Background: an optimization exercise with open tools, aiming at small area, a short achievable clock period and few clock cycles. Do not read the settings as production practice. At most, simulation tests tie the RTL to the original design; equivalence was not proved. No functional check of the RTL was part of runs 4 to 8. The clock port is modelled as an ideal driver; clocking choices that lean on that would not hold on a real chip. Power and IR drop assume default switching activity.

==> design/flow/design.v <==
module cs281_dl_rx (
    input  wire       clk,
    input  wire       rst,         
    input  wire       in_valid,
    input  wire [7:0] in_data,
    output wire       in_ready,
    output wire       ev_valid,
    input  wire       ev_ready,
    output wire [1:0] ev_kind,
    output wire [7:0] ev_data,
    output wire       ev_last,
    output wire [7:0] fault
);
    localparam [7:0] START = 8'h7B;
    localparam [7:0] STOP  = 8'h7D;
    localparam [7:0] ESC   = 8'h5C;
    localparam integer N  = 64;         
    localparam integer RP = 19;         
    localparam integer SQ = 6;          
    localparam [5:0] DR_AL = N - RP;    
    localparam [5:0] DW_EM = 1 - RP;    
    localparam [1:0] KIND_BYTE     = 2'd0;
    localparam [1:0] KIND_EMPTY    = 2'd1;
    localparam [1:0] KIND_MISMATCH = 2'd2;
    localparam [1:0] KIND_FRAMING  = 2'd3;
    reg  [7:0] ring [0:N-1];
    reg  [5:0] dr, dw;
    reg        rempty;
    reg        dwem;                    
    reg        full;                    
    reg        qe;                      
    reg        p_esc, p_hi0;            
    reg        wpar;                    
    reg        q0s;                     
    reg        f_any, f_ovf;            
    reg  [SQ-1:0] sq;                   
    reg  [SQ-1:0] th;                   
    reg        r_pos0, r_esc, r_emit, r_stop;    
    reg        fc_start, fc_esc, fc_rc, fc_la;   
    reg        in_ready_q;
    reg        wr_ok_q;                 
    reg        wr_en_q;                 
    reg        ev_valid_q, skip_q;      
    reg  [1:0] ev_kind_q;
    reg        ev_last_q;
    wire qfull   = full && !th[0];
    wire accept  = in_valid && in_ready_q;
    wire wr      = in_valid && wr_en_q;
    wire comp    = (in_data == STOP) && !qe && !p_esc;
    wire push    = wr && comp;
    wire good    = p_hi0 && !wpar;
    wire consume = skip_q || (ev_valid_q && ev_ready);
    wire pop     = skip_q && r_stop;    
    integer i;
    always @(posedge clk) begin
        ring[0] <= wr_ok_q ? in_data : ring[N-1];
        for (i = 1; i < N; i = i + 1)
            ring[i] <= ring[i-1];
    end
    wire rempty_n = !wr && (rempty || (consume && dwem));
    wire dw1_n    = wr || (dw == 6'd2);
    wire dr1_n    = !(wr && rempty) && !consume && (dr == 6'd2);
    wire wr_ok_n  = rempty_n || (dw1_n && !dr1_n);
    always @(posedge clk) begin
        if (rst) begin
            rempty <= 1'b1;
        end else begin
            rempty <= rempty_n;
        end
        dw   <= wr ? 6'd1 : dw - 6'd1;
        dr   <= (wr && rempty) ? 6'd0 : consume ? dr : dr - 6'd1;
        dwem <= !wr && (dw == DW_EM + 6'd1);
        if (rst)
            full <= 1'b0;
        else if (wr && !consume)
            full <= !rempty && (dr == 6'd2);     
        else if (consume && !wr)
            full <= 1'b0;
    end
    wire f_any_n = f_any || (accept && (qfull || (comp && !q0s)));
    wire full_n  = (wr && !consume) ? (!rempty && (dr == 6'd2))
                 : (consume && !wr) ? 1'b0 : full;
    wire th0_n   = push || (pop ? th[1] : th[0]);
    wire qfull_n = full_n && !th0_n;
    always @(posedge clk) begin
        if (rst) begin
            qe    <= 1'b1;
            f_any <= 1'b0;
            f_ovf <= 1'b0;
            in_ready_q <= 1'b1;
            wr_ok_q    <= 1'b1;
            wr_en_q    <= 1'b1;
        end else begin
            f_any <= f_any_n;
            if (accept && qfull) f_ovf <= 1'b1;
            in_ready_q <= !f_any_n && !th[SQ-2] && (qfull_n || wr_ok_n);
            wr_ok_q    <= wr_ok_n;
            wr_en_q    <= !f_any_n && !th[SQ-2] && !qfull_n && wr_ok_n;
            if (wr) begin
                qe   <= comp;
                wpar <= !qe && (wpar ^ (^in_data));
            end
        end
    end
    always @(posedge clk) begin
        if (wr) begin
            p_esc <= (in_data == ESC);
            p_hi0 <= (in_data[7:1] == 7'd0);
            if (qe) q0s <= (in_data == START);
        end
    end
    integer k;
    always @(posedge clk) begin
        if (rst) begin
            th <= {SQ{1'b0}};
        end else if (push && !pop) begin
            th <= {th[SQ-2:0], 1'b1};
        end else if (pop && !push) begin
            th <= {1'b0, th[SQ-1:1]};
        end
        for (k = 0; k < SQ; k = k + 1) begin
            if (push && (pop ? (th[k] && (k == SQ-1 || !th[k+1]))
                             : ((k == 0 || th[k-1]) && !th[k])))
                sq[k] <= good;
            else if (pop)
                sq[k] <= (k == SQ-1) ? 1'b0 : sq[k+1];
        end
    end
    wire [7:0] m0 = ring[RP-1];
    wire [7:0] m1 = ring[RP-2];
    wire [7:0] m2 = ring[RP-3];
    wire [7:0] m3 = ring[RP-4];
    wire m0_esc  = (m0 == ESC);
    wire m1_esc  = (m1 == ESC);
    wire nf_start = (m0 == START);
    wire nf_esc   = m0_esc;
    wire nf_rc    = (m1 == STOP) && !m0_esc;
    wire nf_la    = ((m2 == STOP) && !m1_esc) || (m1_esc && (m3 == STOP) && (m2 != ESC));
    always @(posedge clk) begin
        fc_start <= nf_start;
        fc_esc   <= nf_esc;
        fc_rc    <= nf_rc;
        fc_la    <= nf_la;
    end
    reg a_pos0, a_esc, a_emit, a_stop;
    always @(*) begin
        a_pos0 = 1'b0;
        a_esc  = r_esc;
        a_emit = r_emit;
        a_stop = 1'b0;
        if (r_stop) begin
            a_pos0 = 1'b1; a_esc = 1'b0; a_emit = 1'b0;
        end else if (r_pos0) begin
            a_stop = !fc_start || fc_rc;
        end else if (fc_rc) begin
            a_stop = 1'b1;
        end else if (!r_esc && fc_esc) begin
            a_esc = 1'b1;
        end else begin
            a_esc = 1'b0;
            if (sq[0]) a_emit = 1'b1;
        end
    end
    function automatic [3:0] beat;      
        input pos0, esc, emitd, stop, g;
        begin
            beat = 4'b0_00_1;
            if (stop) begin
                beat = 4'b0_00_1;
            end else if (pos0) begin
                beat = {1'b1, nf_start ? KIND_MISMATCH : KIND_FRAMING, 1'b1};
                if (nf_start && !nf_rc) beat[3] = 1'b0;
            end else if (nf_rc) begin
                beat = {!g || !emitd, g ? KIND_EMPTY : KIND_MISMATCH, 1'b1};
            end else if (esc || !nf_esc) begin
                beat = {g, KIND_BYTE, nf_la};
            end
        end
    endfunction
    wire       act1 = !dwem && (th[1] || (th[0] && !r_stop));
    wire       g1   = r_stop ? sq[1] : sq[0];
    wire [3:0] b1   = beat(a_pos0, a_esc, a_emit, a_stop, g1);
    wire       act0 = !rempty && th[0] && (dr == DR_AL + 6'd1);
    wire [3:0] b0   = beat(r_pos0, r_esc, r_emit, r_stop, sq[0]);
    always @(posedge clk) begin
        if (rst) begin
            r_pos0 <= 1'b1;
            r_esc  <= 1'b0;
            r_emit <= 1'b0;
            r_stop <= 1'b0;
            ev_valid_q <= 1'b0;
            skip_q     <= 1'b0;
        end else begin
            if (consume) begin
                r_pos0 <= a_pos0;
                r_esc  <= a_esc;
                r_emit <= a_emit;
                r_stop <= a_stop;
            end
            ev_valid_q <= consume ? (act1 &&  b1[3]) : (act0 &&  b0[3]);
            skip_q     <= consume ? (act1 && !b1[3]) : (act0 && !b0[3]);
        end
        ev_kind_q <= consume ? b1[2:1] : b0[2:1];
        ev_last_q <= consume ? b1[0]   : b0[0];
    end
    assign in_ready = in_ready_q;
    assign ev_valid = ev_valid_q;
    assign ev_kind  = ev_kind_q;
    assign ev_data  = ring[RP];
    assign ev_last  = ev_last_q;
    assign fault    = {2'b00, f_any, f_ovf, 4'b0000};
endmodule
==> design/flow/flow/run.sh <==
#!/bin/bash
# Standard layout, with a tighter timing-repair target and faster port buffers.
set -euo pipefail
bash standard.sh SETUP_SLACK_MARGIN=5.3 "BUFFER_PORTS_ARGS=-buffer_cell sky130_fd_sc_hd__buf_2" finish > standard_flow.log 2>&1
==> design/flow/standard.sh <==
#!/bin/bash
# synth_recipe.tcl (not shown) runs the flow's synth.tcl, then flattens the netlist and writes it again
# the make line also repeats each setting of config.mk as NAME=value (left out here)
make -C /OpenROAD-flow-scripts/flow DESIGN_CONFIG=/design/flow/config.mk WORK_HOME=/design/flow/orfs CLKGATE_MAP_FILE= SYNTH_SCRIPT=/design/flow/synth_recipe.tcl "${@:-finish}"
==> design/flow/config.mk <==
export PLATFORM = sky130hd
export DESIGN_NAME = cs281_dl_rx
export DESIGN_NICKNAME = cs281_dl_rx
export VERILOG_FILES = /design/flow/design.v
export SDC_FILE = /design/flow/constraint.sdc
export NUM_CORES = 4
export LEC_CHECK = 0
export ABC_CLOCK_PERIOD_IN_PS = 2500
export CAP_MARGIN = 20
export CORE_MARGIN = 2
export CORE_UTILIZATION = 60
export CTS_BUF_LIST = sky130_fd_sc_hd__clkbuf_16
export CTS_CLUSTER_DIAMETER = 100
export CTS_CLUSTER_SIZE = 30
export PLACE_DENSITY = 0.72
export SLEW_MARGIN = 20
==> design/flow/constraint.sdc <==
create_clock -name core_clock -period 8.0 [get_ports {clk}]
set_input_delay 1.6000 -clock core_clock [delete_from_list [all_inputs] [get_ports {clk}]]
set_output_delay 1.6000 -clock core_clock [all_outputs]
set_load 0.01 [all_outputs]
==> notes.md, run 1 <==
Buf+Inv Stages, Crit Path 1; commonest non-fill, non-tap cells in the layout dfxtp_1, nor2_1, nand2_1; Hold-fix buffers, CTS 0; Clock Tree Root clkbuf_16; Nets 897; first-pass GRT wire length 27700 µm; worst r2r path cells 7; setup repair after global routing missed its margin false; post-synth cell types 55; Final Max Tran Viols 0; PwrDens 321 nW/µm²; H-tree levels 1; Post-synth EDFFs 10; IR drop worst, VDD 0.258 mV; CTS clk-pin slew, worst paths 0.11 ns; sequential fraction of the synthesis area 86.7%; outcome complete, no violations; Sink Count 561; synth-to-layout area growth 8.70%; IO buf count 26; clk buf depth 3; Setup CP Type register to primary output; CP startpoint kind register; Worst EP arrival 1.05 ns; DP HPWL 10300 µm; synth warn 4; Worst path max stage delay 0.38 ns; IO Pins 33; slowest CP cell dfxtp_1; DR vias 5477; share of post-route cells with drive strength above 1 10.4%; Critical Path Stages 1; area share of the largest cell type after synthesis 84.4%; pre-CTS setup slack 4.66 ns; Initial Utilization 61.6%; die height 152 µm; n_diodes 0; Finished Core Util 66.9%; Setup Total Neg Slack 0 ns; most common cell after layout, fill and taps aside dfxtp_1; Async SR Flop Fraction 0%; CORE AREA 21200 µm²; DRT Pass-1 Iters 4; Leak Pwr 5.81 nW; Mapped Cells 833; worst min path class register to register; Critical Path End ev_kind[1]; worst clock skew 0.0254 ns; CTS tree done; nature of the critical path endpoint primary output; crit-path max FO 1; wire length per cell 15.1 µm; vias in the first global route 5543; r2r endpoint in_ready_q; Final min period 2.65 ns; Residual DRC 0; Crit. Startpoint ev_kind_q[1]; worst-margin pin slew 0.605 ns; #FFs+latches synth 561; max_cap viols 0; reg2reg start dr[0]; initial antenna violation count 0; die width 152 µm; grt total ovfl 0; area of the mapped netlist 13100 µm²; Avg Inst Size Synth 15.7 µm²; Synth Flop Type dfxtp_1; clock latency (worst-skew pair) 0.55 ns; largest net degree at the start of global routing 32; Final ANT Viol Nets 0; routability cong. 0.824; floorplan row count 53; CP required 6.40 ns; ratio of final minimum period to clock period 33.1%; DRT Wirelength 17300 µm; Total GRT Usage 15.4%; setup ws final 5.35 ns; final setup vio count 0; Final Hold Vio Count 0; Yosys top cell by area dfxtp_1; Starting DRT DRC Count 185; R2R Setup Slk 5.91 ns; largest cells by area after synthesis dfxtp_1, edfxtp_1, ha_1, nor2_1, mux2_2; f_max 0.377 GHz; Slew headroom 59.6%; CP delay by family, top flip-flops; die footprint 23000 µm²; Vias/cell 4.77; crit-path cells buf_2; total CTS buffers 22
layer usage:
| layer | up-vias | share of wire [%] | GRT usage (%) |
|---|---|---|---|
| li1 | 2741 | - | - |
| met4 | 0 | 1.4 | 3.94 |
| met2 | 110 | 44 | 24.8 |
| met5 | - | 0 | 0 |
| met1 | 2597 | 50 | 22.1 |
| met3 | 29 | 4.2 | 2.60 |
worst min-delay path by stage:
stage	startpoint	to	slack [ns]	depth (start not counted)
CTS	ring[36][4]	ring[37][4]	0.33	0
finish	ring[36][4]	ring[37][4]	0.32	0
detailed placement	ring[21][5]	ring[22][5]	0.31	0
floorplan	ring[9][0]	ring[10][0]	0.31	0
global route	ring[36][4]	ring[37][4]	0.34	0
global placement	ring[54][1]	ring[55][1]	0.31	0
through the flow:
step	hold slack, ns	area, µm²	std cells	total power, W
floorplan	0.310	13200	838	0.00327
global placement	0.310	13600	1119	0.00333
detailed placement	0.312	13600	1119	0.00334
CTS	0.328	14200	1145	0.00460
global route	0.336	14200	1148	0.00473
finish	0.322	14200	1148	0.00456
final cells by class:
type	instances	area (µm²)
flip-flops and latches	561	11300
inverters	19	85.1
clock buffers	23	576
multi-input cells	238	1690
clock inverters	3	18.8
repair buffers	29	155
fillers	1472	7020
well taps	275	344
cells by family after synthesis:
logic type / after synthesis / share of synthesized area [%]
AND/OR/NAND/NOR: 128 / 5.20
XOR/XNOR: 13 / 0.871
other: 1 / 0.0287
AO/OA/AOI/OAI: 60 / 3.07
adder cells (fa/ha/maj): 14 / 1.34
multiplexers: 17 / 1.42
flip-flops: 561 / 86.7
buffers and inverters: 39 / 1.35
timing repair:
item                                    4_1_cts  5_1_grt
endpoints found under the setup margin        1       11
resized for setup                             1        6
buffers inserted                              0        3
pin swaps                                     0        2
report_power, final:
group          leakage, nW  total [W]  switching, W  internal (W)
clock                0.300    0.00127      0.000751      0.000523
sequential            4.69    0.00314      0.000101       0.00304
combinational        0.824   0.000144     0.0000778     0.0000661
total                 5.81    0.00456      0.000930       0.00363
synth_stat cells, types with 4 or more instances:
| cell type | count |
|---|---|
| dfxtp_1 | 551 |
| nor2_1 | 41 |
| nand2_1 | 30 |
| a21oi_1 | 18 |
| inv_1 | 18 |
| ha_1 | 14 |
| mux2_2 | 12 |
| clkbuf_1 | 10 |
| edfxtp_1 | 10 |
| nand2b_1 | 10 |
| buf_4 | 8 |
| o21ai_1 | 8 |
| xnor2_1 | 8 |
| nor3_1 | 7 |
| o21ai_0 | 7 |
| nor4_1 | 6 |
| a211oi_1 | 5 |
| and3_1 | 5 |
| mux2i_1 | 5 |
| xor2_1 | 5 |
| nand4b_1 | 4 |
| nor2b_1 | 4 |
registers in the layout, indices dropped and copies added, names as in the netlist, 2 cells and up:
register,flops
ring,512
th,6
ev_kind_q,2
dr,6
sq,6
dw,6
Testbench counts, summed over its fixed seeds: cycles 24,382.
==> run 2: changes to the inputs <==
--- a/design/flow/config.mk
+++ b/design/flow/config.mk
@@ -8,9 +8,9 @@
 export ABC_CLOCK_PERIOD_IN_PS = 2500
 export CAP_MARGIN = 20
 export CORE_MARGIN = 2
-export CORE_UTILIZATION = 60
+export CORE_UTILIZATION = 75
 export CTS_BUF_LIST = sky130_fd_sc_hd__clkbuf_16
 export CTS_CLUSTER_DIAMETER = 100
 export CTS_CLUSTER_SIZE = 30
-export PLACE_DENSITY = 0.72
+export PLACE_DENSITY = 0.87
 export SLEW_MARGIN = 20
==> notes.md, run 2 <==
outcome complete, no violations; largest net degree at the start of global routing 32 (unchanged); area share of the largest cell type after synthesis 84.4% (unchanged); max reg flops 512 (unchanged); Mapped Cells 833 (unchanged); clock latency (worst-skew pair) 0.55 ns (about the same); Nets 900 (+0.33%); CP startpoint kind primary input; worst-margin pin slew 0.808 ns (+0.203 ns); floorplan row count 48 (-9.4%); crit-path cells buf_12 -> inv_12 -> ha_4 -> nand2b_4 -> buf_4 -> nor4_4 -> buf_4 -> o21ai_1 -> mux2_2; clk buf depth 3 (unchanged); Clock Tree Root clkbuf_16; die footprint 18500 µm² (-20%); Setup Total Neg Slack 0 ns (unchanged); final setup vio count 0 (unchanged); Final Hold Vio Count 0 (unchanged); Finished Core Util 82.8% (+16 points); synth warn 4 (unchanged); Residual DRC 0 (unchanged); CP delay by family, top buffers and inverters; commonest non-fill, non-tap cells in the layout dfxtp_1, nor2_1, nand2_1; Async SR Flop Fraction 0% (unchanged); HP Start ring[10][3]; #FFs+latches synth 561 (unchanged); reg2reg start r_stop; Setup CP Type primary input to register; die width 136 µm (-10%); most common cell in the synthesized netlist dfxtp_1; CTS clk-pin slew, worst paths 0.12 ns (about the same); filler cell count 685 (-53%); r2r endpoint sq[1]; ratio of final minimum period to clock period 34.1% (+0.93 points); Hold-fix buffers, CTS 0 (unchanged); crit-path max FO 7 (+6); Synth Flop Type dfxtp_1; worst min path class register to register; H-tree levels 1 (unchanged); IR drop worst, VDD 0.244 mV (-5.5%); Post-synth EDFFs 10 (unchanged); nature of the critical path endpoint register; Total GRT Usage 31.9% (+16 points); Initial Utilization 76.1% (+14 points); Yosys top cell by area dfxtp_1; PwrDens 330 nW/µm² (+2.9%); Worst path max stage delay 0.32 ns (-0.06 ns); sequential fraction of the synthesis area 86.7% (unchanged); Buf+Inv Stages, Crit Path 4 (+3); Leak Pwr 5.83 nW (+0.27%); most common cell after layout, fill and taps aside dfxtp_1; Post-synth top cells dfxtp_1, nor2_1, nand2_1; grt total ovfl 0 (unchanged); DP HPWL 16100 µm (+55%); die height 136 µm (-10%); IO Pins 33 (unchanged); routability cong. 0.790 (-4.1%); Worst EP arrival 3.02 ns (+1.97 ns); total CTS buffers 22 (unchanged); CTS tree done; area of the mapped netlist 13100 µm² (unchanged); share of post-route cells with drive strength above 1 11.1% (+0.65 points); first-pass GRT wire length 41700 µm (+51%); max_cap viols 0 (unchanged); setup repair after global routing missed its margin false; worst r2r path cells 4 (-3); pre-CTS setup slack 4.52 ns (-0.137 ns); CP dominant cell by count buf_4; slowest CP cell mux2_2; WHS Path Cells 0 (unchanged); DR vias 6354 (+16%); initial antenna violation count 1 (+1); setup ws final 5.27 ns (-0.0747 ns); wire length per cell 26.4 µm (+75%); Slew headroom 45.8% (-14 points); DRT Pass-1 Iters 5 (+1); CP required 8.30 ns (+1.90 ns); vias in the first global route 6620 (+19%); Hold Path Sink ring[11][3]; f_max 0.367 GHz (-2.7%); IO buf count 26 (unchanged); synth-to-layout area growth 8.91%; Final min period 2.73 ns (+0.0747 ns); Layout Cells excl Fill 1102 (-4.0%); R2R Setup Slk 5.52 ns (-0.39 ns); DRT Wirelength 29100 µm (+68%); Biggest register ring; worst clock skew 0.0219 ns (-0.00346 ns); Vias/cell 5.77 (+21%); Starting DRT DRC Count 750 (+310%); Final ANT Viol Nets 0 (unchanged); Sink Count 561 (unchanged); dpl cells 1069 (-4.5%); largest cells by area after synthesis dfxtp_1, edfxtp_1, ha_1, nor2_1, mux2_2; Final Max Tran Viols 0 (unchanged); Avg Inst Size Synth 15.7 µm² (unchanged); CORE AREA 17200 µm² (-19%); post-synth cell types 55 (unchanged)
-- run 2: repair_timing --
item	in CTS	in global routing
endpoints found under the hold margin	0	0
setup endpoints to repair	8	11
buffers inserted	1	5
pin swaps	1	6
gates resized for setup	4	19
-- run 2: cells by family after synthesis --
logic type               share of synthesized area (%)
XOR/XNOR                                         0.871
other                                           0.0287
multiplexers                                      1.42
buffers and inverters                             1.35
flip-flops                                        86.7
AND/OR/NAND/NOR                                   5.20
adder cells (fa/ha/maj)                           1.34
AO/OA/AOI/OAI                                     3.07
-- run 2: layout make-up --
class | count | area, µm² | area share (%)
tap | 225 | 282 | 1.98
timing repair buffer | 32 | 213 | 1.49
inverter | 19 | 87.6 | 0.615
multi-input combinational | 238 | 1720 | 12.1
clock buffer | 22 | 551 | 3.87
antenna | 1 | 2.50 | 0.0176
clock inverter | 4 | 35.0 | 0.246
sequential | 561 | 11300 | 79.7
-- run 2: worst max-delay path by stage --
stage                 from          to  cells past startpoint
2_1_floorplan   in_data[1]       th[1]                     10
3_3_place_gp      ev_ready  in_ready_q                      6
3_5_place_dp      ev_ready  in_ready_q                      6
4_1_cts        ring[19][6]  ev_data[6]                      1
5_1_grt         in_data[1]       sq[2]                      9
6_report        in_data[1]       sq[2]                      9
-- run 2: report_power, final --
part | switching, W | internal (W)
Sequential | 0.000151 | 0.00304
Clock | 0.000808 | 0.000508
Combinational | 0.000118 | 0.0000724
Total | 0.00108 | 0.00362
-- run 2: per-layer routing --
layer | GRT usage (%) | up-vias | routed length, µm | share of wire [%]
li1 | - | 2750 | - | -
met2 | 53.0 | 416 | 14100 | 49
met3 | 6.67 | 160 | 2080 | 7.2
met1 | 36.8 | 3028 | 10600 | 36
met5 | 0 | - | 0 | 0
met4 | 22.8 | 0 | 2360 | 8.1
-- run 2: per-stage QoR --
step	instance area, µm²	total power [W]	hold slack (ns)
2_1_floorplan	13200	0.00327	0.310
3_3_place_gp	13500	0.00332	0.310
3_5_place_dp	13500	0.00338	0.312
4_1_cts	14100	0.00468	0.328
5_1_grt	14200	0.00479	0.329
6_report	14200	0.00470	0.321
==> run 3: changes to the inputs <==
--- a/design/flow/config.mk
+++ b/design/flow/config.mk
@@ -8,9 +8,9 @@
 export ABC_CLOCK_PERIOD_IN_PS = 2500
 export CAP_MARGIN = 20
 export CORE_MARGIN = 2
-export CORE_UTILIZATION = 75
+export CORE_UTILIZATION = 40
 export CTS_BUF_LIST = sky130_fd_sc_hd__clkbuf_16
 export CTS_CLUSTER_DIAMETER = 100
 export CTS_CLUSTER_SIZE = 30
-export PLACE_DENSITY = 0.87
+export PLACE_DENSITY = 0.6
 export SLEW_MARGIN = 20
==> notes.md, run 3 <==
outcome complete, no violations; Clock Power Share 27.7% (-0.3 points); final setup vio count 0 (unchanged); nature of the critical path endpoint primary output; CP delay by family, top flip-flops; DRT Wirelength 15600 µm (-47%); cell area after layout 14400 µm² (+1.1%); Setup Total Neg Slack 0 ns (unchanged); HP Start ring[32][0]; DR vias 5379 (-15%); placed cell area 13800 µm² (+2.0%); Async SR Flop Fraction 0% (unchanged); P_sw 0.000911 W (-15%); largest cells by area after synthesis dfxtp_1, edfxtp_1, ha_1, nor2_1, mux2_2; Vias/cell 4.10 (-29%); area of the mapped netlist 13100 µm² (unchanged); synth warn 4 (unchanged); Starting DRT DRC Count 282 (-62%); CP startpoint kind register; max_cap viols 0 (unchanged); worst min path class register to register; Sink Count 561 (unchanged); register share of total power 69.3% (+1.4 points); total CTS buffers 22 (unchanged); Synth Area in Adders 1.34% (unchanged); post-synthesis compound-gate area fraction 3.07% (unchanged); share of post-route cells with drive strength above 1 10.6% (-0.51 points); Post-synth top cells dfxtp_1, nor2_1, nand2_1; clock latency (worst-skew pair) 0.54 ns (about the same); reg2reg start r_stop; Initial Utilization 40.4% (-36 points); Final Hold Vio Count 0 (unchanged); largest family of logic cells by synthesized area simple AND/OR/NAND/NOR gates; die height 185 µm (+36%); CTS tree done; IO Pins 33 (unchanged); max reg flops 512 (unchanged); CTS clk-pin slew, worst paths 0.10 ns (-0.02 ns); synth-to-layout area growth 10.1%; xor and xnor area share after synthesis 0.871% (unchanged); Final ANT Viol Nets 0 (unchanged); P_int 0.00361 W (-0.36%); Final min period 2.65 ns (-0.0784 ns); Worst EP arrival 1.05 ns (-1.97 ns); die footprint 34100 µm² (+85%); Mapped Cells 833 (unchanged); post-synth cell types 55 (unchanged); Gate power share 3.0% (-1.0 points); Final Max Tran Viols 0 (unchanged); Residual DRC 0 (unchanged); Hold-fix buffers, CTS 0 (unchanged); Yosys top cell by area dfxtp_1; clk buf depth 3 (unchanged); IO buf count 26 (unchanged); initial antenna violation count 1 (unchanged); CORE AREA 32400 µm² (+88%); crit-path max FO 2 (-5); CP required 6.40 ns (-1.90 ns); DRT Pass-1 Iters 4 (-1); largest net degree at the start of global routing 32 (unchanged); most common cell after layout, fill and taps aside dfxtp_1; Simple-Gate Fraction of Synth Area 5.20% (unchanged); IR drop worst, VDD 0.223 mV (-8.7%); grt total ovfl 0 (unchanged); sequential fraction of the synthesis area 86.7% (unchanged); slowest CP cell dfxtp_2; worst clock skew 0.0145 ns (-0.00742 ns); Setup CP Type register to primary output; crit-path cells buf_2; setup repair after global routing missed its margin false; Slew headroom 62.5% (+17 points); PwrDens 314 nW/µm² (-4.9%); Leak Pwr 5.79 nW (-0.60%); wire length per cell 11.9 µm (-55%); Clock Tree Root clkbuf_16; area share of the largest cell type after synthesis 84.4% (unchanged); Biggest register ring; routability cong. 0.814 (+3.1%); n_diodes 0 (-1); Total GRT Usage 9.33% (-23 points); Worst path max stage delay 0.37 ns (+0.05 ns); Buf+Inv Stages, Crit Path 1 (-3); H-tree levels 1 (unchanged); Nets 895 (-0.56%); f_max 0.378 GHz (+3.0%); Avg Inst Size Synth 15.7 µm² (unchanged); die width 185 µm (+36%); filler cell count 2903 (+320%); mux cell area share after synthesis 1.42% (unchanged); floorplan row count 66 (+38%); most common cell in the synthesized netlist dfxtp_1; #FFs+latches synth 561 (unchanged); Crit. Startpoint ring[19][0]; vias in the first global route 5060 (-24%); commonest non-fill, non-tap cells in the layout dfxtp_1, nor2_1, nand2_1; worst-margin pin slew 0.561 ns (-0.247 ns); first-pass GRT wire length 25500 µm (-39%); Synth Flop Type dfxtp_1; switching share of total power 20.1% (-2.8 points); ratio of final minimum period to clock period 33.1% (-0.98 points); Post-synth EDFFs 10 (unchanged); DP HPWL 9590 µm (-40%)
==> run 3: repair_timing <==
action                                  4_1_cts  5_1_grt
setup buffers                                 0        1
pin swaps                                     0        1
endpoints found under the setup margin        4        7
gates cloned                                  0        0
resized for setup                             4        5
==> run 3: power by group through the flow <==
stage	Sequential (W)	Clock [W]	Combinational, W
3_3_place_gp	0.00320	0	0.000135
2_1_floorplan	0.00316	0	0.000108
5_1_grt	0.00316	0.00140	0.000157
6_report	0.00313	0.00125	0.000136
4_1_cts	0.00314	0.00131	0.000138
3_5_place_dp	0.00320	0	0.000137
==> run 3: worst reg2reg max path: stages (launching register included) <==
cell,delay [ns]
dfxtp_1,0.67
nand2_1,0.47
nand3b_1,0.20
o21ai_0,0.13
nand2_1,0.13
mux2_2,0.33
==> run 3: per-stage QoR <==
stage               power, W  instances  util (%)  setup slack (ns)  hold slack (ns)
global placement     0.00333       1286      42.6              4.77            0.310
detailed placement   0.00333       1286      42.6              4.70            0.312
floorplan            0.00327        838         -              5.05            0.310
CTS                  0.00458       1312      44.4              5.31            0.326
global route         0.00472       1313      44.5              5.30            0.332
finish               0.00452       1313      44.5              5.35            0.320
==> run 3: path summary, 6_finish.rpt <==
kind	end	slack, ns	cells after the start
setup / recovery	ev_data[0]	5.35	1
hold / removal	ring[33][0]	0.32	0
setup reg to reg	sq[1]	5.83	5
hold reg to reg	ring[33][0]	0.32	0
==> run 3: logic make-up (layout without fill, tap and decap cells) <==
group,Yosys count,in the layout
fa+ha+maj,14,14
simple gates,128,128
xor+xnor,13,13
other cells,1,6
mux,17,17
compound gates,60,60
flops,561,561
buf+inv,39,72
==> run 3: routing by layer <==
metal	up-vias	global-route usage [%]	part of all wire (%)
met5	-	0	0
met4	0	2.73	2.4
met3	25	1.82	4.1
met2	80	13.3	38
met1	2531	14.3	55
li1	2743	-	-
==> run 3: cell type report <==
cell class / count / area, µm² / area share, %
Clock buffer: 22 / 551 / 3.83
Clock inverter: 4 / 32.5 / 0.226
Inverter: 19 / 85.1 / 0.591
Multi-Input combinational cell: 238 / 1690 / 11.8
Sequential cell: 561 / 11300 / 78.8
Tap cell: 442 / 553 / 3.84
Timing Repair Buffer: 27 / 138 / 0.956
==> run 4: changes to the inputs <==
--- a/design/flow/design.v
+++ b/design/flow/design.v
@@ -35,6 +35,7 @@
     reg        f_any, f_ovf;            
     reg  [SQ-1:0] sq;                   
     reg  [SQ-1:0] th;                   
+    reg           push_q, good_q;       
     reg        r_pos0, r_esc, r_emit, r_stop;    
     reg        fc_start, fc_esc, fc_rc, fc_la;   
     reg        in_ready_q;
@@ -43,7 +44,7 @@
     reg        ev_valid_q, skip_q;      
     reg  [1:0] ev_kind_q;
     reg        ev_last_q;
-    wire qfull   = full && !th[0];
+    wire qfull   = full && !th[0] && !push_q;
     wire accept  = in_valid && in_ready_q;
     wire wr      = in_valid && wr_en_q;
     wire comp    = (in_data == STOP) && !qe && !p_esc;
@@ -80,8 +81,9 @@
     wire f_any_n = f_any || (accept && (qfull || (comp && !q0s)));
     wire full_n  = (wr && !consume) ? (!rempty && (dr == 6'd2))
                  : (consume && !wr) ? 1'b0 : full;
-    wire th0_n   = push || (pop ? th[1] : th[0]);
-    wire qfull_n = full_n && !th0_n;
+    wire th0_n   = push_q || (pop ? th[1] : th[0]);
+    wire qfull_n = full_n && !th0_n && !push;
+    wire sq_room = !th[SQ-2] && !(th[SQ-3] && push_q);
     always @(posedge clk) begin
         if (rst) begin
             qe    <= 1'b1;
@@ -93,9 +95,9 @@
         end else begin
             f_any <= f_any_n;
             if (accept && qfull) f_ovf <= 1'b1;
-            in_ready_q <= !f_any_n && !th[SQ-2] && (qfull_n || wr_ok_n);
+            in_ready_q <= !f_any_n && sq_room && (qfull_n || wr_ok_n);
             wr_ok_q    <= wr_ok_n;
-            wr_en_q    <= !f_any_n && !th[SQ-2] && !qfull_n && wr_ok_n;
+            wr_en_q    <= !f_any_n && sq_room && !qfull_n && wr_ok_n;
             if (wr) begin
                 qe   <= comp;
                 wpar <= !qe && (wpar ^ (^in_data));
@@ -112,16 +114,22 @@
     integer k;
     always @(posedge clk) begin
         if (rst) begin
+            push_q <= 1'b0;
+        end else begin
+            push_q <= push;
+        end
+        good_q <= good;
+        if (rst) begin
             th <= {SQ{1'b0}};
-        end else if (push && !pop) begin
+        end else if (push_q && !pop) begin
             th <= {th[SQ-2:0], 1'b1};
-        end else if (pop && !push) begin
+        end else if (pop && !push_q) begin
             th <= {1'b0, th[SQ-1:1]};
         end
         for (k = 0; k < SQ; k = k + 1) begin
-            if (push && (pop ? (th[k] && (k == SQ-1 || !th[k+1]))
-                             : ((k == 0 || th[k-1]) && !th[k])))
-                sq[k] <= good;
+            if (push_q && (pop ? (th[k] && (k == SQ-1 || !th[k+1]))
+                               : ((k == 0 || th[k-1]) && !th[k])))
+                sq[k] <= good_q;
             else if (pop)
                 sq[k] <= (k == SQ-1) ? 1'b0 : sq[k+1];
         end
==> notes.md, run 4 <==
outcome complete, no violations; largest cells by area after synthesis dfxtp_1, edfxtp_1, ha_1, nor2_1, mux2_2; die footprint 34300 µm² (+0.45%); Final Max Tran Viols 0 (unchanged); Post-synth top cells dfxtp_1, nor2_1, nand2_1; CTS clk-pin slew, worst paths 0.12 ns (+0.02 ns); clk buf depth 3 (unchanged); ratio of final minimum period to clock period 33.6% (+0.49 points); max reg flops 512 (unchanged); synth warn 4 (unchanged); Hold-fix buffers, CTS 0 (unchanged); n_diodes 0 (unchanged); area of the mapped netlist 13100 µm² (+0.46%); DR vias 5467 (+1.6%); max_cap viols 0 (unchanged); routability cong. 0.788 (-3.1%); first-pass GRT wire length 25600 µm (+0.65%); Avg Inst Size Synth 15.5 µm² (-1.2%); Leak Pwr 5.78 nW (-0.20%); clock latency (worst-skew pair) 0.54 ns (about the same); most common cell in the synthesized netlist dfxtp_1; CP required 6.40 ns (about the same); P_int 0.00362 W (+0.29%); DP HPWL 9790 µm (+2.0%); pre-CTS setup slack 4.93 ns (+0.230 ns); CORE AREA 32500 µm² (+0.26%); #FFs+latches synth 563 (+0.36%); worst min path class register to register; Nets 907 (+1.3%); DRT Pass-1 Iters 5 (+1); wire length per cell 11.9 µm (+0.12%); post-synth cell types 54 (-1.8%); H-tree levels 1 (unchanged); Biggest register ring; Yosys top cell by area dfxtp_1; Buf+Inv Stages, Crit Path 1 (unchanged); Slew headroom 63.9% (+1.4 points); DRT Wirelength 15700 µm (+1.1%); Worst EP arrival 1.09 ns (+0.04 ns); setup ws final 5.31 ns (-0.0396 ns); Worst path max stage delay 0.41 ns (+0.04 ns); final setup vio count 0 (unchanged); P_sw 0.000912 W (about the same); mux cell area share after synthesis 1.34% (-0.073 points); slowest CP cell dfxtp_4; total CTS buffers 22 (unchanged); largest net degree at the start of global routing 32 (unchanged); Async SR Flop Fraction 0% (unchanged); grt total ovfl 0 (unchanged); worst clock skew 0.0135 ns (-0.000989 ns); Simple-Gate Fraction of Synth Area 5.64% (+0.44 points); IO Pins 33 (unchanged); area share of the largest cell type after synthesis 84.3% (about the same); register share of total power 69.4% (about the same); vias in the first global route 5296 (+4.7%); xor and xnor area share after synthesis 0.867% (-0.0040 points); CP delay by family, top flip-flops; Synth Flop Type dfxtp_1; worst-margin pin slew 0.542 ns (-0.0190 ns); Setup Total Neg Slack 0 ns (unchanged); die height 185 µm (+0.22%); Post-synth EDFFs 10 (unchanged); IR drop worst, VDD 0.213 mV (-4.6%); Final Hold Vio Count 0 (unchanged); share of post-route cells with drive strength above 1 9.73% (-0.83 points); die width 185 µm (+0.22%); Gate power share 2.9% (about the same); post-synthesis compound-gate area fraction 2.74% (-0.34 points); IO buf count 26 (unchanged); nature of the critical path endpoint primary output; floorplan row count 66 (unchanged); sequential fraction of the synthesis area 86.6% (-0.092 points); synth-to-layout area growth 9.53%; Sink Count 563 (+0.36%); Final ANT Viol Nets 0 (unchanged); Final min period 2.69 ns (+0.0396 ns); Clock Tree Root clkbuf_16; Setup CP Type register to primary output; Clock Power Share 27.7% (about the same); Total GRT Usage 9.30% (-0.037 points); Starting DRT DRC Count 206 (-27%); PwrDens 315 nW/µm² (+0.34%); Vias/cell 4.12 (+0.64%); switching share of total power 20.1% (-0.038 points); CTS tree done; crit-path cells buf_2; filler cell count 2920 (+0.59%); Synth Area in Adders 1.33% (-0.0061 points); most common cell after layout, fill and taps aside dfxtp_1; Initial Utilization 40.4% (+0.082 points); setup repair after global routing missed its margin true; commonest non-fill, non-tap cells in the layout dfxtp_1, nor2_1, nand2_1; Residual DRC 0 (unchanged); CP startpoint kind register; crit-path max FO 2 (unchanged); largest family of logic cells by synthesized area simple AND/OR/NAND/NOR gates; Mapped Cells 847 (+1.7%); f_max 0.372 GHz (-1.5%); initial antenna violation count 0 (-1)
run 4: through the flow:
step           instances  utilization, %  total power, W  instance area [µm²]  hold WS (ns)
6_report            1326            44.3         0.00453                14400         0.325
5_1_grt             1326            44.3         0.00473                14400         0.330
4_1_cts             1326            44.2         0.00459                14400         0.325
3_5_place_dp        1299            42.4         0.00334                13800         0.312
3_3_place_gp        1299            42.4         0.00333                13800         0.310
2_1_floorplan        852               -         0.00328                13200         0.310
run 4: layer usage:
metal / global-route usage (%) / up-vias / part of all wire [%]
met2: 14.5 / 72 / 42
met5: 0 / - / 0
met4: 2.60 / 0 / 2.0
met3: 1.77 / 33 / 3.1
li1: - / 2769 / -
met1: 13.2 / 2593 / 53
run 4: power groups by stage:
| stage | combinational (W) | clock, W | sequential (W) |
|---|---|---|---|
| CTS | 0.000130 | 0.00131 | 0.00315 |
| finish | 0.000130 | 0.00126 | 0.00315 |
| global route | 0.000145 | 0.00141 | 0.00318 |
| global placement | 0.000126 | 0 | 0.00321 |
| floorplan | 0.000102 | 0 | 0.00317 |
| detailed placement | 0.000128 | 0 | 0.00321 |
run 4: logic make-up (layout without fill, tap and decap cells):
logic type / count (synthesis) / in the layout
other cells: 1 / 6
buf+inv: 41 / 73
xor+xnor: 13 / 13
simple gates: 144 / 144
flops: 563 / 563
mux: 16 / 16
compound gates: 55 / 55
fa+ha+maj: 14 / 14
run 4: path summary, 6_finish.rpt:
check / cells past startpoint / endpoint / slack (ns) / start
worst max-delay path: 1 / ev_data[5] / 5.31 / ring[19][5]
worst min-delay path: 0 / ring[12][1] / 0.33 / ring[11][1]
worst max register to register: 5 / sq[1] / 5.71 / r_stop
worst min register to register: 0 / ring[12][1] / 0.33 / ring[11][1]
run 4: final cells by class:
| type | instances | area, µm² | share of cell area, % |
|---|---|---|---|
| Tap cell | 442 | 553 | 3.85 |
| Timing Repair Buffer | 26 | 143 | 0.992 |
| Multi-Input combinational cell | 248 | 1620 | 11.3 |
| Inverter | 20 | 77.6 | 0.540 |
| Sequential cell | 563 | 11400 | 79.3 |
| Clock buffer | 22 | 551 | 3.83 |
| Clock inverter | 5 | 36.3 | 0.252 |
run 4: worst register-to-register path: stages, from the launching register on:
cell and delay (ns):
dfxtp_1 0.58, and2_1 0.39, inv_1 0.27, and3_1 0.25, o21ai_0 0.23, mux2_2 0.36
run 4: timing repair:
action,in CTS,in global routing
setup buffers,0,0
resized for setup,10,7
setup endpoints to repair,8,7
hold endpoints to repair,0,0
==> run 5: changes to the inputs <==
==> design/flow/flow/run.sh (replaced) <==
#!/bin/bash
# Standard layout, with a tighter timing-repair target and faster port buffers.
set -euo pipefail
bash standard.sh SETUP_SLACK_MARGIN=5.5 "BUFFER_PORTS_ARGS=-buffer_cell sky130_fd_sc_hd__buf_2" finish > standard_flow.log 2>&1
==> notes.md, run 5 <==
Sink Count 563 (unchanged); crit-path max FO 2 (unchanged); #FFs+latches synth 563 (unchanged); HP Start ring[61][1]; Async SR Flop Fraction 0% (unchanged); IO buf count 26 (unchanged); post-synth cell types 54 (unchanged); Final min period 2.66 ns (-0.0267 ns); xor and xnor area share after synthesis 0.867% (unchanged); Vias/cell 4.10 (-0.56%); CTS clk-pin slew, worst paths 0.11 ns (about the same); clk buf depth 3 (unchanged); post-synthesis compound-gate area fraction 2.74% (unchanged); ratio of final minimum period to clock period 33.3% (-0.33 points); area of the mapped netlist 13100 µm² (unchanged); first-pass GRT wire length 26200 µm (+2.3%); DR vias 5465 (-0.037%); synth-to-layout area growth 11.1%; Post-synth EDFFs 10 (unchanged); die height 185 µm (unchanged); Buf+Inv Stages, Crit Path 1 (unchanged); synth warn 4 (unchanged); Starting DRT DRC Count 237 (+15%); die footprint 34300 µm² (unchanged); clock latency (worst-skew pair) 0.54 ns (about the same); most common cell after layout, fill and taps aside dfxtp_1; Nets 912 (+0.55%); worst r2r path cells 5 (unchanged); R2R Setup Slk 5.73 ns (+0.02 ns); Worst path max stage delay 0.41 ns (about the same); Final Max Tran Viols 0 (unchanged); max_cap viols 0 (unchanged); reg2reg start r_stop; Finished Core Util 45.0% (+0.65 points); Residual DRC 0 (unchanged); commonest non-fill, non-tap cells in the layout dfxtp_1, nor2_1, nand2_1; mux cell area share after synthesis 1.34% (unchanged); Clock Tree Root clkbuf_16; worst min path class register to register; Worst EP arrival 1.06 ns (-0.03 ns); f_max 0.376 GHz (+1.0%); IO Pins 33 (unchanged); r2r endpoint sq[1]; hold_ws 0.324 ns (-0.000831 ns); Yosys top cell by area dfxtp_1; floorplan row count 66 (unchanged); wire length per cell 11.9 µm (+0.31%); Mapped Cells 847 (unchanged); Hold Path Sink ring[62][1]; Synth Area in Adders 1.33% (unchanged); largest cells by area after synthesis dfxtp_1, edfxtp_1, ha_1, nor2_1, mux2_2; crit-path cells buf_6; grt total ovfl 0 (unchanged); die width 185 µm (unchanged); IR drop worst, VDD 0.151 mV (-29%); share of post-route cells with drive strength above 1 11.5% (+1.7 points); Final ANT Viol Nets 0 (unchanged); max reg flops 512 (unchanged); setup repair after global routing missed its margin true; Setup CP Type register to primary output; outcome complete, no violations; Leak Pwr 5.83 nW (+0.87%); Biggest register ring; total CTS buffers 22 (unchanged); Final Hold Vio Count 0 (unchanged); CP startpoint kind register; DP HPWL 9810 µm (+0.24%); nature of the critical path endpoint primary output; placed cell area 13800 µm² (+0.59%); WHS Path Cells 0 (unchanged); final setup vio count 0 (unchanged); Total GRT Usage 9.49% (+0.19 points); routability cong. 0.814 (+3.2%); DRT Pass-1 Iters 4 (-1); Avg Inst Size Synth 15.5 µm² (unchanged); Post-synth top cells dfxtp_1, nor2_1, nand2_1; most common cell in the synthesized netlist dfxtp_1; area share of the largest cell type after synthesis 84.3% (unchanged); DRT Wirelength 15900 µm (+0.84%); largest family of logic cells by synthesized area simple AND/OR/NAND/NOR gates; sequential fraction of the synthesis area 86.6% (unchanged); vias in the first global route 5301 (+0.094%); Synth Flop Type dfxtp_1; Initial Utilization 40.4% (unchanged); H-tree levels 1 (unchanged); largest net degree at the start of global routing 32 (unchanged); CP required 6.40 ns (about the same); CORE AREA 32500 µm² (unchanged); cell area after layout 14600 µm² (+1.5%); PwrDens 313 nW/µm² (-0.58%); worst clock skew 0.0124 ns (-0.00112 ns); initial antenna violation count 3 (+3); CP delay by family, top flip-flops; Simple-Gate Fraction of Synth Area 5.64% (unchanged); Setup Total Neg Slack 0 ns (unchanged); CTS tree done; slowest CP cell dfxtp_4
-- run 5: worst max path at each step --
stage / start / to / slack [ns] / cells past startpoint
5_1_grt: ring[19][5] / ev_data[5] / 5.30 / 1
2_1_floorplan: in_data[1] / in_ready_q / 5.32 / 7
6_report: ring[19][5] / ev_data[5] / 5.34 / 1
3_5_place_dp: in_valid / in_ready_q / 5.01 / 6
3_3_place_gp: ev_ready / in_ready_q / 5.04 / 6
4_1_cts: ring[19][5] / ev_data[5] / 5.31 / 1
-- run 5: logic make-up after synthesis --
logic type / Yosys count
xor gates and xnor gates: 13
DFF: 563
adders and majority gates: 14
AOI/OAI and AO/OA: 55
and+or+nand+nor: 144
buffers and inverters: 41
other: 1
muxes: 16
-- run 5: repair_timing --
item	in CTS	in global routing
endpoints found under the hold margin	0	0
hold buffers	0	0
setup endpoints to repair	15	17
gates resized for setup	31	2
buffers inserted	5	0
pin swaps	0	0
-- run 5: per-stage QoR --
| stage | total power [W] | setup slack, ns | std cells |
|---|---|---|---|
| after CTS | 0.00464 | 5.31 | 1331 |
| after floorplan | 0.00329 | 5.32 | 852 |
| after global placement | 0.00335 | 5.04 | 1299 |
| after detailed placement | 0.00335 | 5.01 | 1299 |
| after global routing | 0.00477 | 5.30 | 1332 |
| final | 0.00457 | 5.34 | 1333 |
-- run 5: cell type report --
| class | instances | area [µm²] |
|---|---|---|
| diodes | 2 | 5.00 |
| clock buffers | 23 | 576 |
| clock inverters | 4 | 18.8 |
| fillers | 2848 | 17900 |
| inverters | 20 | 91.3 |
| multi-input cells | 248 | 1700 |
| flip-flops and latches | 563 | 11400 |
| well taps | 442 | 553 |
| repair buffers | 31 | 243 |
-- run 5: where the power goes --
group          internal (W)  total, W  switching [W]
Clock              0.000522   0.00128       0.000755
Sequential          0.00305   0.00315      0.0000988
Combinational     0.0000784  0.000147      0.0000682
-- run 5: per-layer routing --
metal	vias up	track usage (%)	part of all wire [%]
li1	2792	-	-
met1	2576	13.6	53
met2	70	14.5	41
met3	27	2.14	3.9
met4	0	2.35	2.2
met5	-	0	0
==> run 6: changes to the inputs <==
--- a/design/flow/design.v
+++ b/design/flow/design.v
@@ -82,7 +82,8 @@
     wire full_n  = (wr && !consume) ? (!rempty && (dr == 6'd2))
                  : (consume && !wr) ? 1'b0 : full;
     wire th0_n   = push_q || (pop ? th[1] : th[0]);
-    wire qfull_n = full_n && !th0_n && !push;
+    wire qfull_n = full_n && !th0_n && !wr;
+    wire hold_n  = f_any || (accept && (qfull || (!qe && !q0s)));
     wire sq_room = !th[SQ-2] && !(th[SQ-3] && push_q);
     always @(posedge clk) begin
         if (rst) begin
@@ -95,9 +96,9 @@
         end else begin
             f_any <= f_any_n;
             if (accept && qfull) f_ovf <= 1'b1;
-            in_ready_q <= !f_any_n && sq_room && (qfull_n || wr_ok_n);
+            in_ready_q <= !hold_n && sq_room && (qfull_n || wr_ok_n);
             wr_ok_q    <= wr_ok_n;
-            wr_en_q    <= !f_any_n && sq_room && !qfull_n && wr_ok_n;
+            wr_en_q    <= !hold_n && sq_room && !qfull_n && wr_ok_n;
             if (wr) begin
                 qe   <= comp;
                 wpar <= !qe && (wpar ^ (^in_data));
==> notes.md, run 6 <==
Post-synth top cells dfxtp_1, nand2_1, nor2_1; Post-synth EDFFs 10 (unchanged); crit-path cells buf_6; CP startpoint kind register; nature of the critical path endpoint primary output; WHS Path Cells 0 (unchanged); Final Max Tran Viols 0 (unchanged); Worst EP arrival 1.02 ns (-0.04 ns); Slew headroom 60.4%; cell area after layout 14600 µm² (about the same); Synth Flop Type dfxtp_1; clk buf depth 3 (unchanged); outcome complete, no violations; crit-path max FO 3 (+1); mux cell area share after synthesis 1.45% (+0.11 points); Buf+Inv Stages, Crit Path 1 (unchanged); slowest CP cell dfxtp_4; max reg flops 512 (unchanged); placed cell area 13800 µm² (about the same); H-tree levels 1 (unchanged); post-synthesis compound-gate area fraction 3.03% (+0.29 points); vias in the first global route 5186 (-2.2%); sequential fraction of the synthesis area 86.8% (+0.16 points); synth-to-layout area growth 11.2% (about the same); total CTS buffers 22 (unchanged); area of the mapped netlist 13100 µm² (-0.18%); Setup CP Type register to primary output; commonest non-fill, non-tap cells in the layout dfxtp_1, nand2_1, nor2_1; worst-margin pin slew 0.593 ns; initial antenna violation count 2 (-1); Critical Path Stages 1 (unchanged); ratio of final minimum period to clock period 32.8% (-0.45 points); Vias/cell 4.07 (-0.64%); PwrDens 315 nW/µm² (+0.60%); DRT Wirelength 15600 µm (-1.7%); CP required 6.40 ns (about the same); DR vias 5385 (-1.5%); Clock Tree Root clkbuf_16; Simple-Gate Fraction of Synth Area 5.13% (-0.51 points); HP Start ring[14][5]; IR drop worst, VDD 0.197 mV (+31%); share of post-route cells with drive strength above 1 11.7% (+0.27 points); dpl cells 1289 (-0.77%); IO Pins 33 (unchanged); Initial Utilization 40.5% (about the same); Hold-fix buffers, CTS 0 (unchanged); Yosys top cell by area dfxtp_1; largest net degree at the start of global routing 32 (unchanged); xor and xnor area share after synthesis 0.802% (-0.065 points); worst clock skew 0.0173 ns (+0.00489 ns); wire length per cell 11.8 µm (-0.88%); grt total ovfl 0 (unchanged); Total GRT Usage 9.40% (-0.082 points); #FFs+latches synth 563 (unchanged); IO buf count 26 (unchanged); post-synth cell types 53 (-1.9%); die footprint 34200 µm² (-0.18%); Layout Cells excl Fill 1322 (-0.83%); most common cell in the synthesized netlist dfxtp_1; Setup Total Neg Slack 0 ns (unchanged); synth warn 4 (unchanged); worst min path class register to register; Async SR Flop Fraction 0% (unchanged); area share of the largest cell type after synthesis 84.5% (+0.15 points); Worst path max stage delay 0.38 ns (-0.03 ns); max_cap viols 0 (unchanged); Nets 900 (-1.3%); Residual DRC 0 (unchanged); CTS clk-pin slew, worst paths 0.11 ns (about the same); Sink Count 563 (unchanged); R2R Setup Slk 5.70 ns (-0.03 ns); first-pass GRT wire length 25900 µm (-1.1%); largest family of logic cells by synthesized area simple AND/OR/NAND/NOR gates; worst r2r path cells 5 (unchanged); final setup vio count 0 (unchanged); Final ANT Viol Nets 0 (unchanged); CTS tree done; Synth Area in Adders 1.34% (+0.0024 points); die width 185 µm (about the same); Mapped Cells 839 (-0.94%); most common cell after layout, fill and taps aside dfxtp_1; Avg Inst Size Synth 15.6 µm² (+0.77%); r2r endpoint sq[1]; routability cong. 0.745 (-8.5%); Starting DRT DRC Count 259 (+9.3%); DP HPWL 9580 µm (-2.3%); DRT Pass-1 Iters 4 (unchanged); floorplan row count 66 (unchanged); CP delay by family, top flip-flops; f_max 0.381 GHz (+1.4%); CORE AREA 32400 µm² (-0.25%); Leak Pwr 5.79 nW (-0.82%); Final min period 2.62 ns (-0.0358 ns); setup repair after global routing missed its margin true; die height 185 µm (about the same); Final Hold Vio Count 0 (unchanged); Biggest register ring; largest cells by area after synthesis dfxtp_1, edfxtp_1, ha_1, nand2_1, mux2_2; Hold Path Sink ring[15][5]; clock latency (worst-skew pair) 0.54 ns (about the same); reg2reg start r_stop
run 6: cell count changes in the layout (fill, tap and decap cells not counted), sizes merged, moves of 3 or more:
cell	previous run	this run
nand3	2	7
nor4	6	3
nor2b	10	7
nor3	13	10
nor2	44	31
a21o	2	5
run 6: area by class of cell:
| class | instances | area (µm²) |
|---|---|---|
| repair buffers | 29 | 234 |
| flip-flops and latches | 563 | 11400 |
| diodes | 3 | 7.51 |
| fillers | 2873 | 17800 |
| clock inverters | 4 | 20.0 |
| inverters | 18 | 95.1 |
| clock buffers | 23 | 576 |
| well taps | 442 | 553 |
| multi-input cells | 240 | 1680 |
run 6: kinds of logic (layout without fill, tap and decap cells):
kind of cell	after synthesis	in the layout
AO/OA/AOI/OAI	60	60
XOR/XNOR	12	12
adder cells (fa/ha/maj)	14	14
buffers and inverters	41	74
flip-flops	563	563
multiplexers	17	17
other	1	9
AND/OR/NAND/NOR	131	131
run 6: worst register-to-register path: stages (launching register included):
cell and delay (ns):
dfxtp_1 0.62, and2_1 0.42, inv_1 0.26, and3_1 0.25
o21ai_1 0.17, mux2_2 0.36
run 6: per-stage QoR:
stage          hold slack (ns)  total power (W)  setup WS, ns  utilization (%)
2_1_floorplan            0.310          0.00331          5.39                -
3_3_place_gp             0.311          0.00338          4.96             42.7
3_5_place_dp             0.312          0.00338          4.96             42.7
4_1_cts                  0.322          0.00466          5.34             44.9
5_1_grt                  0.335          0.00480          5.33             45.0
6_report                 0.320          0.00460          5.38             45.0
run 6: report_power, final:
part	leakage [nW]	internal (W)	switching, W	total, W
Sequential	4.69	0.00307	0.0000989	0.00317
Combinational	0.789	0.0000799	0.0000722	0.000152
Clock	0.304	0.000523	0.000749	0.00127
Total	5.79	0.00368	0.000920	0.00460
run 6: timing repair:
action,4_1_cts,5_1_grt
setup buffers,2,1
setup endpoints to repair,15,16
hold endpoints to repair,0,0
cloned,0,0
gates resized for setup,33,2
run 6: metal layers:
metal	GRT usage, %	vias up	wire (µm)
li1	-	2760	-
met1	13.6	2537	8360
met2	14.4	63	6350
met3	2.01	25	567
met4	2.41	0	329
met5	0	-	0
run 6: how the worst max path moves through the flow:
stage                 from          to
4_1_cts        ring[19][3]  ev_data[3]
3_5_place_dp      ev_ready       dr[4]
6_report       ring[19][0]  ev_data[0]
2_1_floorplan     ev_ready       dr[5]
3_3_place_gp      ev_ready       dr[4]
5_1_grt        ring[19][3]  ev_data[3]
==> run 7: changes to the inputs <==
==> design/flow/flow/run.sh (replaced) <==
#!/bin/bash
# Standard layout, with a tighter timing-repair target and faster port buffers.
set -euo pipefail
bash standard.sh SETUP_SLACK_MARGIN=5.3 "BUFFER_PORTS_ARGS=-buffer_cell sky130_fd_sc_hd__buf_2" finish > standard_flow.log 2>&1
==> notes.md, run 7 <==
Clock Tree Root clkbuf_16; Post-synth EDFFs 10 (unchanged); filler cell count 2874 (+0.035%); DR vias 5381 (-0.074%); PwrDens 320 nW/µm² (+1.5%); CTS tree done; Starting DRT DRC Count 350 (+35%); post-synth cell types 53 (unchanged); register share of total power 69.2% (+0.2 points); floorplan row count 66 (unchanged); grt total ovfl 0 (unchanged); area of the mapped netlist 13100 µm² (unchanged); routability cong. 0.769 (+3.3%); n_diodes 0 (-3); #FFs+latches synth 563 (unchanged); IR drop worst, VDD 0.225 mV (+14%); CTS clk-pin slew, worst paths 0.10 ns (about the same); Final Hold Vio Count 0 (unchanged); vias in the first global route 5004 (-3.5%); Slew headroom 57.7% (-2.7 points); Finished Core Util 44.2% (-0.83 points); Vias/cell 4.08 (+0.23%); ratio of final minimum period to clock period 33.1% (+0.34 points); DRT Wirelength 15500 µm (-0.61%); wire length per cell 11.8 µm (-0.31%); final setup vio count 0 (unchanged); Final min period 2.65 ns (+0.0273 ns); worst clock skew 0.00721 ns (-0.0101 ns); clk buf depth 3 (unchanged); Final ANT Viol Nets 0 (unchanged); area share of the largest cell type after synthesis 84.5% (unchanged); total CTS buffers 22 (unchanged); sequential fraction of the synthesis area 86.8% (unchanged); CORE AREA 32400 µm² (unchanged); Yosys top cell by area dfxtp_1; synth-to-layout area growth 9.19%; most common cell after layout, fill and taps aside dfxtp_1; share of post-route cells with drive strength above 1 9.25% (-2.5 points); max reg flops 512 (unchanged); crit-path cells buf_2; die width 185 µm (unchanged); Clock Power Share 27.9% (+0.2 points); initial antenna violation count 0 (-2); Buf+Inv Stages, Crit Path 1 (unchanged); Biggest register ring; CP required 6.40 ns (about the same); Mapped Cells 839 (unchanged); first-pass GRT wire length 24900 µm (-3.9%); IO Pins 33 (unchanged); largest net degree at the start of global routing 32 (unchanged); nature of the critical path endpoint primary output; die height 185 µm (unchanged); P_int 0.00366 W (-0.40%); IO buf count 26 (unchanged); Initial Utilization 40.5% (unchanged); H-tree levels 1 (unchanged); largest cells by area after synthesis dfxtp_1, edfxtp_1, ha_1, nand2_1, mux2_2; synth warn 4 (unchanged); Power, Total 0.00458 W (-0.33%); switching share of total power 20.1% (+0.058 points); Setup Total Neg Slack 0 ns (unchanged); commonest non-fill, non-tap cells in the layout dfxtp_1, nand2_1, nor2_1; Setup CP Type register to primary output; Avg Inst Size Synth 15.6 µm² (unchanged); Post-synth top cells dfxtp_1, nand2_1, nor2_1; DRT Pass-1 Iters 4 (unchanged); Nets 899 (-0.11%); die footprint 34200 µm² (unchanged); Final Max Tran Viols 0 (unchanged); slowest CP cell dfxtp_2; most common cell in the synthesized netlist dfxtp_1; Sink Count 563 (unchanged); Synth Flop Type dfxtp_1; Leak Pwr 5.73 nW (-0.94%); crit-path max FO 2 (-1); CP delay by family, top flip-flops; CP startpoint kind register; Worst EP arrival 1.05 ns (+0.03 ns); worst min path class register to register; max_cap viols 0 (unchanged); f_max 0.377 GHz (-1.0%); setup repair after global routing missed its margin false; P_sw 0.000920 W (about the same); Worst path max stage delay 0.38 ns (about the same); outcome complete, no violations; Residual DRC 0 (unchanged); Async SR Flop Fraction 0% (unchanged); clock latency (worst-skew pair) 0.53 ns (about the same); DP HPWL 9580 µm (about the same); Total GRT Usage 9.10% (-0.31 points); worst-margin pin slew 0.633 ns (+0.0399 ns); placed cell area 13700 µm² (-0.97%); cell area after layout 14300 µm² (-1.8%); Gate power share 2.9% (-0.4 points)
[run 7: worst paths after layout]
check                                   end        start  cells after the start  slack [ns]
worst max-delay path             ev_data[3]  ring[19][3]                      1        5.35
worst min-delay path            ring[42][6]  ring[41][6]                      0        0.33
worst max register to register        sq[1]       r_stop                      5        5.70
worst min register to register  ring[42][6]  ring[41][6]                      0        0.33
[run 7: through the flow]
stage / hold WS, ns / setup WS [ns] / instances
floorplan: 0.310 / 5.32 / 844
global placement: 0.310 / 4.97 / 1290
detailed placement: 0.312 / 4.97 / 1290
CTS: 0.326 / 5.30 / 1317
global route: 0.329 / 5.30 / 1318
finish: 0.331 / 5.35 / 1318
[run 7: timing repair]
action | 4_1_cts | 5_1_grt
buffers inserted | 0 | 1
endpoints found under the setup margin | 9 | 2
resized for setup | 9 | 1
hold buffers | 0 | 0
[run 7: cells by family (layout without fill, tap and decap cells)]
logic type / Yosys count / in the layout / synth area share [%]
buffers and inverters: 41 / 73 / 1.44
muxes: 17 / 17 / 1.45
xor gates and xnor gates: 12 / 12 / 0.802
AOI/OAI and AO/OA: 60 / 60 / 3.03
adders and majority gates: 14 / 14 / 1.34
and+or+nand+nor: 131 / 131 / 5.13
DFF: 563 / 563 / 86.8
other: 1 / 6 / 0.0286
[run 7: power by group through the flow]
stage | sequential (W) | clock [W] | combinational, W
3_3_place_gp | 0.00323 | 0 | 0.000130
3_5_place_dp | 0.00323 | 0 | 0.000134
2_1_floorplan | 0.00320 | 0 | 0.000105
6_report | 0.00317 | 0.00128 | 0.000134
4_1_cts | 0.00318 | 0.00133 | 0.000134
5_1_grt | 0.00320 | 0.00142 | 0.000152
[run 7: layout make-up]
type / count / area (µm²) / share of cell area [%]
multi-input combinational: 240 / 1560 / 10.9
tap: 442 / 553 / 3.87
inverter: 18 / 67.6 / 0.472
clock inverter: 4 / 20.0 / 0.140
timing repair buffer: 28 / 145 / 1.01
sequential: 563 / 11400 / 79.6
clock buffer: 23 / 576 / 4.02
[run 7: routing by layer]
layer / part of all wire [%] / track usage [%]
met5: 0 / 0
met4: 2.6 / 2.98
met3: 4.1 / 1.81
met2: 39 / 12.9
met1: 55 / 13.8
==> run 8: changes to the inputs <==
==> design/flow/flow/run.sh (replaced) <==
#!/bin/bash
# Standard layout, with a tighter timing-repair target, faster port buffers,
# and the clock tree's root buffer removed after CTS (flow/post_cts.tcl).
set -euo pipefail
bash standard.sh SETUP_SLACK_MARGIN=5.5 "BUFFER_PORTS_ARGS=-buffer_cell sky130_fd_sc_hd__buf_2" POST_CTS_TCL=$PWD/flow/post_cts.tcl finish > standard_flow.log 2>&1
==> design/flow/flow/post_cts.tcl (new file) <==
set root_pins [get_pins -of_objects [get_nets clk] -filter "direction == input"]
set root [get_cells -of_objects $root_pins]
if { [llength $root_pins] == 1 } {
  set next [get_pins -of_objects [get_nets -of_objects [get_pins -of_objects $root -filter "direction == output"]] -filter "direction == input"]
  if { [llength $next] <= 4 } {
    puts "post_cts: removing clock root buffer [get_full_name $root]"
    remove_buffers $root
    estimate_parasitics -placement
    repair_timing_helper
    detailed_placement
    check_placement -verbose
  }
}
==> notes.md, run 8 <==
Buf+Inv Stages, Crit Path 1 (unchanged); first-pass GRT wire length 25900 µm (+3.8%); Final Hold Vio Count 0 (unchanged); cell area after layout 14600 µm² (+2.0%); Initial Utilization 40.5% (unchanged); Power, Total 0.00457 W (-0.32%); Worst path max stage delay 0.38 ns (about the same); placed cell area 13800 µm² (+0.98%); commonest non-fill, non-tap cells in the layout dfxtp_1, nand2_1, nor2_1; WHS Path Cells 0 (unchanged); Biggest register ring; worst r2r path cells 5 (unchanged); Total GRT Usage 9.33% (+0.23 points); largest net degree at the start of global routing 32 (unchanged); synth warn 4 (unchanged); Vias/cell 4.07 (-0.29%); filler cell count 2875 (+0.035%); Setup Total Neg Slack 0 ns (unchanged); final setup vio count 0 (unchanged); Final min period 2.50 ns (-0.156 ns); worst min path class register to register; largest cells by area after synthesis dfxtp_1, edfxtp_1, ha_1, nand2_1, mux2_2; floorplan row count 66 (unchanged); Post-synth EDFFs 10 (unchanged); dpl cells 1289 (-0.078%); most common cell after layout, fill and taps aside dfxtp_1; CTS tree done; nature of the critical path endpoint primary output; share of post-route cells with drive strength above 1 12.4% (+3.1 points); Async SR Flop Fraction 0% (unchanged); Yosys top cell by area dfxtp_1; clock latency (worst-skew pair) 0.41 ns (-0.12 ns); Synth Flop Type dfxtp_1; max_cap viols 0 (unchanged); most common cell in the synthesized netlist dfxtp_1; grt total ovfl 0 (unchanged); worst clock skew 0.0186 ns (+0.0114 ns); Final ANT Viol Nets 0 (unchanged); IO Pins 33 (unchanged); outcome complete, no violations; Nets 904 (+0.56%); Final Max Tran Viols 0 (unchanged); IO buf count 26 (unchanged); Post-synth top cells dfxtp_1, nand2_1, nor2_1; crit-path max FO 3 (+1); Starting DRT DRC Count 273 (-22%); Slew headroom 61.6% (+3.9 points); CORE AREA 32400 µm² (unchanged); CP startpoint kind register; die height 185 µm (unchanged); vias in the first global route 5182 (+3.6%); Mapped Cells 839 (unchanged); worst-margin pin slew 0.574 ns (-0.0586 ns); CP delay by family, top flip-flops; Layout Cells excl Fill 1326 (+0.61%); CTS clk-pin slew, worst paths 0.11 ns (about the same); CP required 6.40 ns (about the same); Sink Count 563 (unchanged); PwrDens 313 nW/µm² (-2.3%); slowest CP cell dfxtp_4; die width 185 µm (unchanged); Leak Pwr 5.79 nW (+1.0%); ratio of final minimum period to clock period 31.2% (-1.9 points); setup repair after global routing missed its margin true; Critical Path Stages 1 (unchanged); die footprint 34200 µm² (unchanged); Residual DRC 0 (unchanged); wire length per cell 11.7 µm (-0.33%); DP HPWL 9580 µm (about the same); sequential fraction of the synthesis area 86.8% (unchanged); #FFs+latches synth 563 (unchanged); max reg flops 512 (unchanged); f_max 0.401 GHz (+6.2%); Avg Inst Size Synth 15.6 µm² (unchanged); DRT Pass-1 Iters 4 (unchanged); Worst EP arrival 0.90 ns (-0.15 ns); DRT Wirelength 15600 µm (+0.27%); Setup CP Type register to primary output; area of the mapped netlist 13100 µm² (unchanged); IR drop worst, VDD 0.197 mV (-12%); routability cong. 0.745 (-3.2%); hold_ws 0.320 ns (-0.0105 ns); DR vias 5398 (+0.32%); area share of the largest cell type after synthesis 84.5% (unchanged); initial antenna violation count 2 (+2); synth-to-layout area growth 11.4%; crit-path cells buf_6; post-synth cell types 53 (unchanged)
-- run 8: final cells by class --
class                   count  area (µm²)  share of cell area [%]
clock buffers              22         551                    3.77
diodes                      3        7.51                  0.0514
repair buffers             34         274                    1.88
flip-flops and latches    563       11400                    78.2
well taps                 442         553                    3.79
clock inverters             4        20.0                   0.137
inverters                  18        98.8                   0.677
multi-input cells         240        1680                    11.5
-- run 8: final timing paths --
kind,start,endpoint,slack [ns]
hold / removal,ring[50][3],ring[51][3],0.32
setup / recovery,ring[19][0],ev_data[0],5.50
setup reg to reg,r_stop,sq[1],5.71
hold reg to reg,ring[50][3],ring[51][3],0.32
-- run 8: where the power goes --
part           leakage, nW  switching (W)  internal (W)
Combinational        0.805      0.0000733     0.0000826
Sequential            4.69      0.0000989       0.00307
Clock                0.292       0.000737      0.000501
Total                 5.79       0.000909       0.00366
-- run 8: metrics by stage --
| step | setup slack [ns] | utilization [%] |
|---|---|---|
| global placement | 4.96 | 42.7 |
| finish | 5.50 | 45.1 |
| detailed placement | 4.96 | 42.7 |
| floorplan | 5.39 | - |
| global route | 5.46 | 45.1 |
-- run 8: worst reg2reg max path: stages (launching register included) --
cell and delay (ns):
dfxtp_1 0.62, and2_1 0.41, inv_1 0.26, and3_1 0.25, o21ai_1 0.17, mux2_2 0.36
-- run 8: metal layers --
metal  wire length [µm]  vias up  share of wire, %  global-route usage [%]
met5                  0        -                 0                       0
met4                326        0               2.1                    2.22
met3                541       25               3.5                    1.77
met2               6390       62                41                    14.4
met1               8300     2541                53                    13.6
li1                   -     2770                 -                       -
-- run 8: cells by family after synthesis --
kind of cell | count (synthesis) | synth area share [%]
DFF | 563 | 86.8
and+or+nand+nor | 131 | 5.13
AOI/OAI and AO/OA | 60 | 3.03
buffers and inverters | 41 | 1.44
muxes | 17 | 1.45
adders and majority gates | 14 | 1.34
xor gates and xnor gates | 12 | 0.802
other | 1 | 0.0286

[afterwards: timing with drivers on the ports]
The flow's constraints put no driver on any port. The routed layouts listed below were extracted and timed again, unchanged, in two steps.
Step 1 sets driving cells, clkbuf_16 on the clock port and buf_2 on the other inputs (assumed; they add their load-dependent delay and slew).
Step 2 also shifts input and output timing later by t, the mid clock arrival at the registers, as if the neighbouring blocks saw the same clock.
Three values: ideal, step 1, step 2; two values: the first two.
run | shift t [ns] | setup WS [ns] | worst hold slack (ns) | cell pins on the clock port's net
run 1 | 0.575 | 5.349 / 5.305 / 4.820 | 0.322 / 0.322 / 0.322 | 1
run 2 | 0.583 | 5.274 / 5.265 / 4.684 | 0.321 / 0.321 / 0.321 | 1
run 3 | 0.571 | 5.353 / 5.309 / 4.823 | 0.320 / 0.320 / 0.320 | 1
run 4 | 0.577 | 5.313 / 5.268 / 4.928 | 0.325 / 0.325 / 0.325 | 1
run 5 | 0.573 | 5.340 / 5.296 / 4.989 | 0.324 / 0.324 / 0.324 | 1
run 6 | 0.571 | 5.375 / 5.331 / 5.051 | 0.320 / 0.320 / 0.320 | 1
run 7 | 0.572 | 5.348 / 5.305 / 4.972 | 0.331 / 0.331 / 0.331 | 1
run 8 | 0.454 | 5.504 / 5.447 / 5.097 | 0.320 / 0.320 / 0.320 | 2
After both steps every run listed still meets setup and hold. For run 2, which loses most, drivers alone change the setup slack by -0.009 ns; drivers and shift together by -0.590 ns.
